This design comes from an exercise in tuning for small area, a short achievable clock period and few clock cycles per item on the open sky130 flow, not from production work. Function was checked by simulation only, so behaviour that the tests miss may differ from the original. Power and IR drop assume default switching activity.

==> job 1733: inputs <==
// vole_engine
module vole_engine (
    input             clk,
    input             rst,
    input             cmd_valid,
    input      [3:0]  cmd_op,
    input      [7:0]  cmd_addr,
    input      [15:0] cmd_data,
    output            cmd_ready,
    output reg        rdata_valid,
    output reg [8:0]  rdata,
    output reg        log_valid,
    output reg [3:0]  log_kind,
    output reg [8:0]  log_addr,
    output     [7:0]  pc,
    output     [15:0] timer,
    output            running,
    output            dirty
);
    localparam [3:0] C_EDIT  = 4'd1,  C_TIMER = 4'd2,  C_PC    = 4'd3,
                     C_RUN   = 4'd4,  C_STEP  = 4'd5,  C_SOFT  = 4'd6,
                     C_FULL  = 4'd7,  C_STOP  = 4'd8,  C_CLRD  = 4'd9,
                     C_RDMEM = 4'd10, C_RDREG = 4'd11;
    localparam [3:0] K_DECODE = 4'd1, K_STORE = 4'd2, K_MOVE  = 4'd3,
                     K_ADD    = 4'd4, K_RES6  = 4'd5, K_ROT   = 4'd6,
                     K_HALT   = 4'd7, K_UNREC = 4'd8, K_RUN   = 4'd9;
    localparam [15:0] TIMER_RESET = 16'd500;
    localparam [15:0] TIMER_MAX   = 16'd1500;
    localparam [2:0] S_IDLE = 3'd0, S_STEP = 3'd1, S_LD1 = 3'd2,
                     S_LD2 = 3'd3, S_RDC = 3'd4, S_RDR = 3'd5;
    reg [7:0]   x [0:15];
    reg [7:0]   pc_q;
    reg [15:0]  timer_q;
    reg         run_q;
    reg         dirty_q;
    reg [2:0]   state;
    reg [7:0]   ea_q;            
    reg [6:0]   oa_q;            
    reg         sel_q;           
    reg         ib_v;            
    reg [7:0]   ib1, ib2;
    reg         iok1, iok2;
    reg         pred_q;          
    reg         np_q;            
    reg         hb_v;            
    reg         hb_odd;          
    reg [8:0]   hb;
    reg [7:0]   ra_q;            
    reg [3:0]   lr_q;            
    reg [7:0]   lpc_q;           
    reg         pend_d2;         
  ...
clock: 10.0 ns
lec_check: 0
cap_margin: 40
core_margin: 2
core_utilization: 40
cts_buf_list: sky130_fd_sc_hd__clkbuf_16
cts_cluster_diameter: 60
cts_cluster_size: 20
setup_slack_margin: 5
slew_margin: 50
run.sh (not shown) runs the stock make flow with config.mk's settings and CLKGATE_MAP_FILE= SYNTH_SCRIPT=/design/flow/synth_recipe.tcl, a recipe that flattens the netlist after the stock synthesis.
==> job 4381 (differences from job 1733) <==
Settings changed: CORE_UTILIZATION 40 to 50.
==> job 2161 (differences from job 1733) <==
Settings changed: CTS_BUF_LIST sky130_fd_sc_hd__clkbuf_16 to unset, CTS_CLUSTER_DIAMETER 60 to unset, CTS_CLUSTER_SIZE 20 to unset.
==> summary.md <==
| Metric | Value |
|---|---|
| FILL cells | `24,902` |
| Status | `finished clean` |
| Period utilisation layout | `53.3%` |
| Routed via count | `96,008` |
| Total GRT Usage | `44.2%` |
| Logic pwr share | `24.9%` |
| Met2 GRT Util | `58.4%` |
| Total Nets Final | `8,693` |
| Final WS setup | `4670 ps` |
| Skew final | `81.8 ps` |
| Reg-to-reg endpoint | `oa_q[3]$_SDFFE_PP0P_` |
| FF-to-FF Start | `ea_q[1]$_SDFFE_PP0P_` |
| R2R cell count | `14` |
| Routed wl met2 | `257,000 um` |
| Core Region | `0.285 sq mm` |
| Postcts setup bufs | `64` |
| Wire length on met3 | `123,000 um` |
| Finished Layout Cells | `12,640` |
Source of the figures above: job 1733

==> summary.md <==
| Metric | Value |
|---|---|
| Core Region | `0.227 sq mm` |
| Skew final | `41.6 ps` |
| FILL cells | `17,687` |
| Reg-to-reg endpoint | `oa_q[5]$_SDFFE_PP0P_` |
| FF-to-FF Start | `oa_q[1]$_SDFFE_PP0P_` |
| Met2 GRT Util | `68.6%` |
| Total Nets Final | `8,662` |
| Final WS setup | `4490 ps` |
| Postcts setup bufs | `76` |
| R2R cell count | `13` |
| Finished Layout Cells | `11,840` |
| Status | `finished clean` |
| Total GRT Usage | `54.8%` |
| Routed via count | `97,310` |
| Wire length on met3 | `138,000 um` |
Source of the figures above: job 4381

==> summary.md <==
| Metric | Value |
|---|---|
| Reg-to-reg endpoint | `oa_q[5]$_SDFFE_PP0P_` |
| Postcts setup bufs | `60` |
| Status | `finished clean` |
| FF-to-FF Start | `oa_q[0]$_SDFFE_PP0P_` |
| R2R cell count | `14` |
| Skew final | `72.2 ps` |
| Period utilisation layout | `52.8%` |
| Final WS setup | `4720 ps` |
| Routed wl met2 | `256,000 um` |
Source of the figures above: job 2161

Testbench counts of job 1733, summed over its fixed seeds: cycles 31,272, instrs 18,085.
Testbench counts of job 4381, summed over its fixed seeds: cycles 31,272, instrs 18,085.
Testbench counts of job 2161, summed over its fixed seeds: cycles 31,272, instrs 18,085.

[afterwards: timing with drivers on the ports]
The flow's constraints put no driver on any port. The routed layouts listed below were extracted and timed again, unchanged, in two steps. Step 1: set_driving_cell puts a clkbuf_16 on clk and a buf_2 on each other input, an assumption about the parent block. Step 2 also shifts input and output timing later by t, the mid clock arrival at the registers, as if the neighbouring blocks saw the same clock. Three values: ideal ports, drivers, drivers and shift; two values: the first two.
run | t (ns) | slack for setup (ns) | clock arrival spread, ns | worst register clock-pin slew, ns | worst slew at a driven data input, ns
job 1733 | 1.064 | 4.668 / 4.668 / 3.961 | 0.082 / 0.082 | 0.09 / 0.09 | 0.05
job 4381 | 0.987 | 4.492 / 4.492 / 4.123 | 0.043 / 0.043 | 0.10 / 0.10 | 0.19
job 2161 | 1.054 | 4.716 / 4.716 / 4.011 | 0.074 / 0.074 | 0.07 / 0.07 | 0.05
After both steps every run listed still meets setup and hold. The setup slack of job 1733, which loses most, moves by 0.000 ns with the drivers and by -0.707 ns with both steps.
